This design comes from an exercise in tuning for small area, a short achievable clock period and few clock cycles per item on the open sky130 flow, not from production work.
In this exercise RTL edits were held to simulation tests only and were not proved equivalent to the original.

`flow/config.mk`:
```
export PLATFORM = sky130hd
export DESIGN_NAME = mbosc_map
export DESIGN_NICKNAME = mbosc_map
export VERILOG_FILES = /design/flow/design.v
export SDC_FILE = /design/flow/constraint.sdc
export NUM_CORES = 4
export LEC_CHECK = 0
export CAP_MARGIN = 20
export CORE_MARGIN = 2
export CORE_UTILIZATION = 40
export SLEW_MARGIN = 20
```
`flow/constraint.sdc`:
```
create_clock -name core_clock -period 25.0 [get_ports {clk}]
set_input_delay 5.0000 -clock core_clock [delete_from_list [all_inputs] [get_ports {clk}]]
set_output_delay 5.0000 -clock core_clock [all_outputs]
set_load 0.01 [all_outputs]
```
`flow/design.v`:
```
module mbosc_rpack (
    input  wire        sign,
    input  wire signed [11:0] e,
    input  wire [26:0] m,
    input  wire        sticky,
    input  wire        zero,
    output reg  [31:0] y
);
    wire signed [12:0] eb = e + 13'sd127;    
    reg  [23:0] sig;
    reg         g, st, rup;
    reg  [53:0] ext;
    reg  [5:0]  sh;
    always @* begin
        sig = 24'd0; g = 1'b0; st = 1'b0; rup = 1'b0; ext = 54'd0; sh = 6'd0;
        if (zero) begin
            y = {sign, 31'd0};
        end else if (eb >= 13'sd255) begin
            y = {sign, 8'hFF, 23'd0};
        end else if (eb >= 13'sd1) begin
            sig = m[26:3];
            g   = m[2];
            st  = m[1] | m[0] | sticky;
            rup = g & (st | sig[0]);
            y   = {sign, ({eb[7:0] - 8'd1, 23'd0} + {7'd0, sig} + {30'd0, rup})};
        end else begin
            if (eb < -13'sd30) sh = 6'd31;
            else               sh = 6'd1 - eb[5:0];
            ext = {m, 27'd0} >> sh;
            sig = ext[53:30];
            g   = ext[29];
            st  = (|ext[28:0]) | sticky;
            rup = g & (st | sig[0]);
            y   = {sign, ({7'd0, sig} + {30'd0, rup})};
        end
    end
endmodule
module mbosc_fmul (
    input  wire [31:0] a,
    input  wire [31:0] b,
    output reg  [31:0] y
);
    wire [7:0]  ea = a[30:23];
    wire [7:0]  eb = b[30:23];
    wire        nan_a  = (ea == 8'hFF) && (a[22:0] != 0);
    wire        nan_b  = (eb == 8'hFF) && (b[22:0] != 0);
    wire        inf_a  = (ea == 8'hFF) && (a[22:0] == 0);
    wire        inf_b  = (eb == 8'hFF) && (b[22:0] == 0);
    wire        zero_a = (a[30:0] == 0);
    wire        zero_b = (b[30:0] == 0);
    wire        sign   = a[31] ^ b[31];
    wire [23:0] ma = {ea != 0, a[22:0]};
    wire [23:0] mb = {eb != 0, b[22:0]};
    wire signed [11:0] ua = (ea == 0) ? -12'sd126 : ($signed({4'd0, ea}) - 12'sd127);
    wire signed [11:0] ub = (eb == 0) ? -12'sd126 : ($signed({4'd0, eb}) - 12'sd127);
    wire [47:0] prod = ma * mb;
    reg  [5:0]  lz;
    reg  [47:0] pn;
    integer i;
    always @* begin
        lz = 6'd0;
        for (i = 0; i < 48; i = i + 1)
            if (prod[i]) lz = 6'd47 - i[5:0];
        pn = prod << lz;
    end
    wire signed [11:0] ep = ua + ub + 12'sd1 - $signed({6'd0, lz});
    wire [31:0] pk;
    mbosc_rpack u_pack (.sign(sign), .e(ep), .m(pn[47:21]), .sticky(|pn[20:0]),
                        .zero(1'b0), .y(pk));
    always @* begin
        if (nan_a || nan_b || (inf_a && zero_b) || (zero_a && inf_b))
            y = 32'h7FC00000;
        else if (inf_a || inf_b)
            y = {sign, 8'hFF, 23'd0};
        else if (zero_a || zero_b)
            y = {sign, 31'd0};
        else
            y = pk;
    end
endmodule
module mbosc_fadd (
    input  wire [31:0] a,
    input  wire [31:0] b,
    output reg  [31:0] y
);
    wire        nan_a = (a[30:23] == 8'hFF) && (a[22:0] != 0);
    wire        nan_b = (b[30:23] == 8'hFF) && (b[22:0] != 0);
    wire        inf_a = (a[30:23] == 8'hFF) && (a[22:0] == 0);
    wire        inf_b = (b[30:23] == 8'hFF) && (b[22:0] == 0);
    wire        swap = (b[30:0] > a[30:0]);
    wire [31:0] x = swap ? b : a;
    wire [31:0] z = swap ? a : b;
    wire [7:0]  ex = (x[30:23] == 0) ? 8'd1 : x[30:23];
    wire [7:0]  ez = (z[30:23] == 0) ? 8'd1 : z[30:23];
    wire [23:0] mx = {x[30:23] != 0, x[22:0]};
    wire [23:0] mz = {z[30:23] != 0, z[22:0]};
    wire [7:0]  d  = ex - ez;
    wire [4:0]  dsh = (d > 8'd31) ? 5'd31 : d[4:0];
    wire [53:0] zs = {mz, 3'd0, 27'd0} >> dsh;
    wire [26:0] xa = {mx, 3'd0};
    wire [26:0] za = {zs[53:28], zs[27] | (|zs[26:0])};
    wire        sub = x[31] ^ z[31];
    wire [27:0] s = sub ? ({1'b0, xa} - {1'b0, za}) : ({1'b0, xa} + {1'b0, za});
    reg  [4:0]  lz;
    reg  [27:0] sn;
    integer i;
    always @* begin
        lz = 5'd0;
        for (i = 0; i < 28; i = i + 1)
            if (s[i]) lz = 5'd27 - i[4:0];
        sn = s << lz;
    end
    wire signed [11:0] es = $signed({4'd0, ex}) - 12'sd127 + 12'sd1 - $signed({7'd0, lz});
    wire [31:0] pk;
    mbosc_rpack u_pack (.sign(x[31]), .e(es), .m(sn[27:1]), .sticky(sn[0]),
                        .zero(1'b0), .y(pk));
    always @* begin
        if (nan_a || nan_b || (inf_a && inf_b && (a[31] != b[31])))
            y = 32'h7FC00000;
        else if (inf_a)
            y = a;
        else if (inf_b)
            y = b;
        else if (s == 0)
            y = {a[31] & b[31], 31'd0};
        else
            y = pk;
    end
endmodule
module mbosc_fdiv12 (
    input  wire [31:0] a,
    output reg  [31:0] y
);
    wire [7:0]  ea = a[30:23];
    wire        nan_a = (ea == 8'hFF) && (a[22:0] != 0);
    wire        inf_a = (ea == 8'hFF) && (a[22:0] == 0);
    wire        zero_a = (a[30:0] == 0);
    wire [23:0] ma = {ea != 0, a[22:0]};
    wire signed [11:0] ua = (ea == 0) ? -12'sd126 : ($signed({4'd0, ea}) - 12'sd127);
    reg  [4:0]  lza;
    reg  [23:0] mn;
    reg  [29:0] nn;
    reg  [29:0] q;
    reg  [2:0]  r;
    reg         qlz;
    reg  [28:0] qn;
    integer i;
    always @* begin
        lza = 5'd0;
        for (i = 0; i < 24; i = i + 1)
            if (ma[i]) lza = 5'd23 - i[4:0];
        mn = ma << lza;
        nn = {mn, 6'd0};
        r = 3'd0;
        q = 30'd0;
        for (i = 29; i >= 0; i = i - 1) begin
            r = {r[1:0], nn[i]};
            if (r >= 3'd3) begin
                q[i] = 1'b1;
                r = r - 3'd3;
            end
        end
        qlz = ~q[28];
        qn  = qlz ? {q[27:0], 1'b0} : q[28:0];
    end
    wire signed [11:0] eq = ua - $signed({7'd0, lza}) - 12'sd3 - $signed({11'd0, qlz});
    wire [31:0] pk;
    mbosc_rpack u_pack (.sign(a[31]), .e(eq), .m(qn[28:2]), .sticky((|qn[1:0]) | (r != 0)),
                        .zero(1'b0), .y(pk));
    always @* begin
        if (nan_a)       y = 32'h7FC00000;
        else if (inf_a)  y = a;
        else if (zero_a) y = a;
        else             y = pk;
    end
endmodule
module mbosc_map (
    input  wire        clk,
    input  wire        rst,
    input  wire        in_valid,
    output wire        in_ready,
    input  wire [31:0] freq_knob,
    input  wire [31:0] fine_knob,
    input  wire [31:0] shape_knob,
    input  wire [31:0] pitch_cv,
    input  wire [31:0] shape_cv,
    input  wire [31:0] detune,
    input  wire        lfo_en,
    input  wire        detune_en,
    output wire        out_valid,
    input  wire        out_ready,
    output reg  [31:0] freq,
    output reg  [31:0] shape
);
    localparam [31:0] F_REF       = 32'h4382D014;
    localparam [31:0] FINE_RANGE  = 32'h3E800000;   
    localparam [31:0] NEG_LFO_SH  = 32'hC1000000;   
    localparam [31:0] SHAPE_LO    = 32'h3DCCCCCD;   
    localparam [31:0] SHAPE_HI    = 32'h411E6666;   
    localparam [31:0] SHAPE_SCALE = 32'h3DCCCCCD;   
    localparam [31:0] T0 = 32'h3F800000;
    localparam [31:0] T1 = 32'h3F317218;
    localparam [31:0] T2 = 32'h3E75FDF0;
    localparam [31:0] T3 = 32'h3D635847;
    localparam [31:0] T4 = 32'h3C1D955B;
    localparam [31:0] T5 = 32'h3AAEC3FF;
    localparam [4:0] S_IDLE = 5'd0,
                     S_KO   = 5'd1,
                     S_F1   = 5'd2,
                     S_F2   = 5'd3,
                     S_P1   = 5'd4,
                     S_P2   = 5'd5,
                     S_P3   = 5'd6,
                     S_FL   = 5'd7,
                     S_HM   = 5'd8,
                     S_HA   = 5'd9,
                     S_LD   = 5'd10,
                     S_FQ   = 5'd11,
                     S_S1   = 5'd12,
                     S_S2   = 5'd13,
                     S_OUT  = 5'd14;
    reg  [4:0]  state;
    reg  [31:0] r_fk, r_fn, r_sk, r_pcv, r_scv, r_dt;
    reg         r_lfo, r_den;
    reg  [31:0] ko;       
    reg  [31:0] t;        
    reg  [31:0] p;        
    reg  [31:0] fr;       
    reg  [31:0] acc;      
    reg  signed [9:0] xi;   
    reg  [1:0]  special;  
    reg  [2:0]  k;        
    assign in_ready  = (state == S_IDLE);
    assign out_valid = (state == S_OUT);
    reg  [31:0] mul_a, mul_b, add_a, add_b;
    wire [31:0] mul_y, add_y, div_y;
    mbosc_fmul   u_mul (.a(mul_a), .b(mul_b), .y(mul_y));
    mbosc_fadd   u_add (.a(add_a), .b(add_b), .y(add_y));
    mbosc_fdiv12 u_div (.a(r_fk), .y(div_y));
    reg [31:0] tcoef;
    always @* begin
        case (k)
            3'd4:    tcoef = T4;
            3'd3:    tcoef = T3;
            3'd2:    tcoef = T2;
            3'd1:    tcoef = T1;
            default: tcoef = T0;
        endcase
    end
    wire [7:0]  pe = p[30:23];
    wire        p_nan  = (pe == 8'hFF) && (p[22:0] != 0);
    wire        p_inf  = (pe == 8'hFF) && (p[22:0] == 0);
    wire        p_big  = (pe >= 8'd135);           
    wire [23:0] pm = {pe != 0, p[22:0]};
    reg  [8:0]  ipart;
    reg         fracnz;
    reg  [23:0] fmask;
    always @* begin
        if (pe < 8'd127) begin
            ipart  = 9'd0;
            fracnz = (p[30:0] != 0);
            fmask  = 24'd0;
        end else begin
            ipart  = pm >> (8'd150 - pe);
            fmask  = ~(24'hFFFFFF << (8'd150 - pe));
            fracnz = (pm & fmask) != 0;
        end
    end
    wire signed [9:0] xi_c = p[31] ? -$signed({1'b0, ipart} + {9'd0, fracnz})
                                   : $signed({1'b0, ipart});
    wire [9:0]  nxi_mag = p[31] ? ({1'b0, ipart} + {9'd0, fracnz}) : {1'b0, ipart};
    reg  [3:0]  nxi_lz;
    reg  [9:0]  nxi_n;
    integer i;
    always @* begin
        nxi_lz = 4'd0;
        for (i = 0; i < 10; i = i + 1)
            if (nxi_mag[i]) nxi_lz = 4'd9 - i[3:0];
        nxi_n = nxi_mag << nxi_lz;
    end
    wire [7:0]  nxi_exp = 8'd127 + 8'd9 - {4'd0, nxi_lz};
    wire [31:0] neg_xi_f = (nxi_mag == 0) ? 32'd0
                         : {~p[31], nxi_exp, nxi_n[8:0], 14'd0};
    wire signed [11:0] ld_e = $signed({4'd0, acc[30:23]}) - 12'sd127 + {{2{xi[9]}}, xi};
    wire [31:0] ld_y;
    mbosc_rpack u_ld (.sign(1'b0), .e(ld_e), .m({1'b1, acc[22:0], 3'd0}), .sticky(1'b0),
                      .zero(1'b0), .y(ld_y));
    wire        t_nan = (t[30:23] == 8'hFF) && (t[22:0] != 0);
    wire [31:0] t_clamped = (t_nan || t[31] || (t[30:0] < SHAPE_LO[30:0])) ? SHAPE_LO :
                            (t[30:0] > SHAPE_HI[30:0]) ? SHAPE_HI : t;
    always @* begin
        mul_a = fr;
        mul_b = acc;
        add_a = acc;
        add_b = tcoef;
        case (state)
            S_F1: begin mul_a = r_fn;      mul_b = {1'b0, r_fn[30:0]}; end
            S_F2: begin mul_a = t;         mul_b = FINE_RANGE;        end
            S_FQ: begin mul_a = F_REF;     mul_b = acc;               end
            S_S2: begin mul_a = t_clamped; mul_b = SHAPE_SCALE;       end
            default: ;
        endcase
        case (state)
            S_P1: begin add_a = ko;    add_b = r_lfo ? NEG_LFO_SH : t; end
            S_P2: begin add_a = p;     add_b = r_pcv;                 end
            S_P3: begin add_a = p;     add_b = r_dt;                  end
            S_FL: begin add_a = p;     add_b = neg_xi_f;              end
            S_S1: begin add_a = r_scv; add_b = r_sk;                  end
            default: ;
        endcase
    end
    always @(posedge clk) begin
        if (rst) begin
            state <= S_IDLE;
            freq  <= 32'd0;
            shape <= 32'd0;
        end else begin
            case (state)
                S_IDLE: if (in_valid) begin
                    r_fk  <= freq_knob;
                    r_fn  <= fine_knob;
                    r_sk  <= shape_knob;
                    r_pcv <= pitch_cv;
                    r_scv <= shape_cv;
                    r_dt  <= detune;
                    r_lfo <= lfo_en;
                    r_den <= detune_en;
                    state <= S_KO;
                end
                S_KO: begin ko <= div_y;  state <= S_F1; end
                S_F1: begin t  <= mul_y;  state <= S_F2; end
                S_F2: begin t  <= mul_y;  state <= S_P1; end
                S_P1: begin p  <= add_y;  state <= S_P2; end
                S_P2: begin p  <= add_y;  state <= S_P3; end
                S_P3: begin
                    if (r_den) p <= add_y;
                    state <= S_FL;
                end
                S_FL: begin
                    fr  <= add_y;
                    xi  <= xi_c;
                    acc <= T5;
                    k   <= 3'd4;
                    if (p_nan || (p_inf && p[31]) || (p_big && p[31]))
                        special <= 2'd1;
                    else if ((p_inf && !p[31]) || (p_big && !p[31]))
                        special <= 2'd2;
                    else
                        special <= 2'd0;
                    state <= S_HM;
                end
                S_HM: begin acc <= mul_y; state <= S_HA; end
                S_HA: begin
                    acc <= add_y;
                    k   <= k - 3'd1;
                    state <= (k == 3'd0) ? S_LD : S_HM;
                end
                S_LD: begin
                    case (special)
                        2'd1:    acc <= 32'h00000000;
                        2'd2:    acc <= 32'h7F800000;
                        default: acc <= ld_y;
                    endcase
                    state <= S_FQ;
                end
                S_FQ: begin freq <= mul_y; state <= S_S1; end
                S_S1: begin t    <= add_y; state <= S_S2; end
                S_S2: begin shape <= mul_y; state <= S_OUT; end
                S_OUT: if (out_ready) state <= S_IDLE;
                default: state <= S_IDLE;
            endcase
        end
    end
endmodule
```
`flow/run.sh`:
```
#!/bin/bash
# synth_recipe.tcl (not shown) runs the flow's synth.tcl, then flattens the netlist and writes it again
# the make line also repeats each setting of config.mk as NAME=value (left out here)
make -C /OpenROAD-flow-scripts/flow DESIGN_CONFIG=/design/flow/config.mk WORK_HOME=/design/flow/orfs CLKGATE_MAP_FILE= SYNTH_SCRIPT=/design/flow/synth_recipe.tcl finish
```
==> results.toml <==
[outcome]
status = "finished clean"

[logic_synthesis]
synth_cells = 9909
synth_cell_types = 139
ys.flop_type = "edfxtp_1"
ys_ff_latch = 437
syn_avg_cell_area_sq_um = 7.700
synth_fp_nets = 11000
ys_async_sr_fraction = 0
yosys_warnings = 5
synth_seq_area_share = 0.1631
synth_area_sq_um = 76300
synth-edff-count = 369

[worst_setup_path]
slowest_delay_ns = 0.53
cp_max_fo = 8
crit_arrival_ns = 24.28
crit_top_cell = "buf_4"
cp.required_ns = 25.48
cp-start-kind = "register"
r2r_slack_ns = 1.20
crit_path_top_delay_cell = "or4b_4"
path_class = "reg -> reg"
cp-end-kind = "register"

[sta]
fmax_mhz = 42.02
setup_viol = 0
tns_ns = 0
slew_headroom = 0.1073
post-route-min-period_ns = 23.80
setup_ws_ns = 1.204
period_share = 0.9518
skew_ns = 0.05955
worstMarginPinSlew_ns = 1.330
finalHoldViolCount = 0
timing.hold.ws_ns = 0.4533
slew_viol_final = 0

[drt]
viasPerCell = 6.287
num_vias = 84230
dr.pass1.iters = 9
drt_iter0_drc = 9934
wl_per_cell_um = 28.74
wl_mm = 385.0
drtAntennaViolNets = 0
drc = 0

[cts]
root_buffer = "clkbuf_16"
path_clk_slew_ns = 0.06
cts_sinks = 437
clk_latency_ns = 0.70
clockBufferDepth = 3
h-tree-depth = 2
cts_tree = "done"
cts_inserted_buffers = 53

[global_routing]
grt_pass1_vias = 80960
grt_pass1_wl_mm = 556.4
grt_antenna_before_repair = 39
gr-total-overflow = 0
grt_start_max_net_pins = 73
track_usage = 0.3840

[floorplan]
initial_core_util = 0.4021
ios = 264
die_area_sq_um = 194300
die_w_um = 440.8
die_h_um = 440.8
core_area_sq_um = 189800
placementRows = 160

[placed_design]
port_buffers = 263
preCtsSetupSlack_ns = -0.2074
dpl.hpwl_mm = 313.0
globalplace.congestion = 1.060

[finish]
nets = 11900
drive_gt1_frac = 0.1656
area_growth_pct = 20.30
final_util = 0.4837
fillCellCount = 18920
regArea_sq_um = 12450
multiInputGateArea_sq_um = 59610

[hold_path]
hold_path_class = "reg -> reg"

[run]
drv_cap = 0
## logic make-up after synthesis
group,count (synthesis),synth area share
simple gates,3729,0.2291
fa+ha+maj,891,0.1947
other cells,1,0.00004915
compound gates,2641,0.2398
flops,437,0.1631
xor+xnor,371,0.04268
mux,387,0.05703
buf+inv,1452,0.07364
## flip-flops by register name, summed over array words and instances, names as in the netlist, 2 cells and up
register  cells
special       2
xi           10
state         4
freq         32
r_pcv        32
r_sk         32
k             3
r_dt         32
r_scv        32
shape        32
r_fn         32
r_fk         32
acc          32
p            32
fr           32
t            32
ko           32
## worst paths after layout
check                             start      end  cells past startpoint
worst max register to register    p[23]    t[20]                    125
worst min register to register  freq[7]  freq[7]                      2
worst min-delay path            freq[7]  freq[7]                      2
worst max-delay path              p[23]    t[20]                    125
## final cells by class
| type | count | area share |
|---|---|---|
| Antenna cell | 26 | 0.0007088 |
| Sequential cell | 437 | 0.1356 |
| Tap cell | 2511 | 0.03423 |
| Multi-Input combinational cell | 8020 | 0.6494 |
| Inverter | 872 | 0.03571 |
| Clock buffer | 65 | 0.01608 |
| Timing Repair Buffer | 1432 | 0.1248 |
| Clock inverter | 34 | 0.003449 |
## cell usage after synthesis, drive strengths merged (90+ instances only)
library cell	count	share of area
a31oi	127	0.011
ha	396	0.065
o21ai	496	0.033
mux2i	269	0.035
nand3	258	0.017
nor2	1406	0.069
nor3	277	0.019
a21oi	537	0.035
o21a	90	0.0089
fa	494	0.13
clkbuf	449	0.022
nor4	121	0.011
o22ai	119	0.010
xnor2	241	0.028
a22oi	98	0.0099
and2	106	0.0087
xor2	130	0.015
edfxtp	369	0.15
nand4	105	0.0088
or3	94	0.0078
nand2	879	0.043
inv	866	0.043
buf	131	0.0086
a211oi	183	0.018
o211ai	120	0.012
## through the flow
stage               cell area, sq um  instances
finish                         91790      13400
global route                   91760      13390
CTS                            90750      13330
detailed placement             88920      13230
global placement               88900      13230
floorplan                      76340       9909
## placed cells by master (no fill, tap or decap), types with 262 or more instances in the layout
cell,n
a21oi_1,514
clkdlybuf4s50_1,262
fa_1,493
o21ai_0,417
nand2_1,873
ha_1,389
buf_4,1163
edfxtp_1,369
nor2_1,1383
inv_1,855
## metal layers
metal,part of all wire,wire length (um),global-route usage
met2,0.44,169100,0.5895
met3,0.093,35730,0.08528
met5,0.00041,157,0
met4,0.055,21130,0.1844
met1,0.41,158900,0.5097
## worst max-delay path, delay by kind of cell, from the launching register on
| kind | cells | cell delay [ns] |
|---|---|---|
| AO/OA/AOI/OAI | 52 | 9.48 |
| AND/OR/NAND/NOR | 42 | 7.91 |
| XOR/XNOR | 2 | 0.34 |
| flip-flops | 1 | 0.40 |
| adder cells (fa/ha/maj) | 12 | 3.17 |
| buffers and inverters | 15 | 1.86 |
| multiplexers | 2 | 0.37 |
## what timing repair did
action,in CTS,in global routing
setup buffers,0,38
gates resized for setup,10,173
endpoints found under the setup margin,37,131
pin swaps,2,40
hold buffers,0,0
Testbench counts, summed over its fixed seeds: cycles 184,000, items 8,000.

## what the ideal ports hide
In the flow no input, the clock included, has a driving cell. The finished layout below was timed again as built, in two steps. Step 1 (the two cells are an assumption about what drives the block):
set clk [get_ports {clk}]
set_driving_cell -lib_cell sky130_fd_sc_hd__clkbuf_16 $clk
set_driving_cell -lib_cell sky130_fd_sc_hd__buf_2 [delete_from_list [all_inputs] $clk]
Step 2 moves the port delays by t, midway between the first and last clock arrival at a register: inputs arrive t later, outputs are due t later. That takes back most of the time a late clock gives input paths. Three values: ideal ports, drivers, drivers and shift; two values: the first two.
t (ns): 0.749
setup WS [ns]: 1.204 / 1.204 / 1.204
hold slack, ns: 0.453 / 0.453 / 0.453
latest minus earliest clock arrival (ns): 0.068 / 0.068
worst register clock-pin slew, ns: 0.08 / 0.08
After both steps this run still meets setup and hold. For this run, drivers alone change the setup slack by 0.000 ns; drivers and shift together by 0.000 ns.
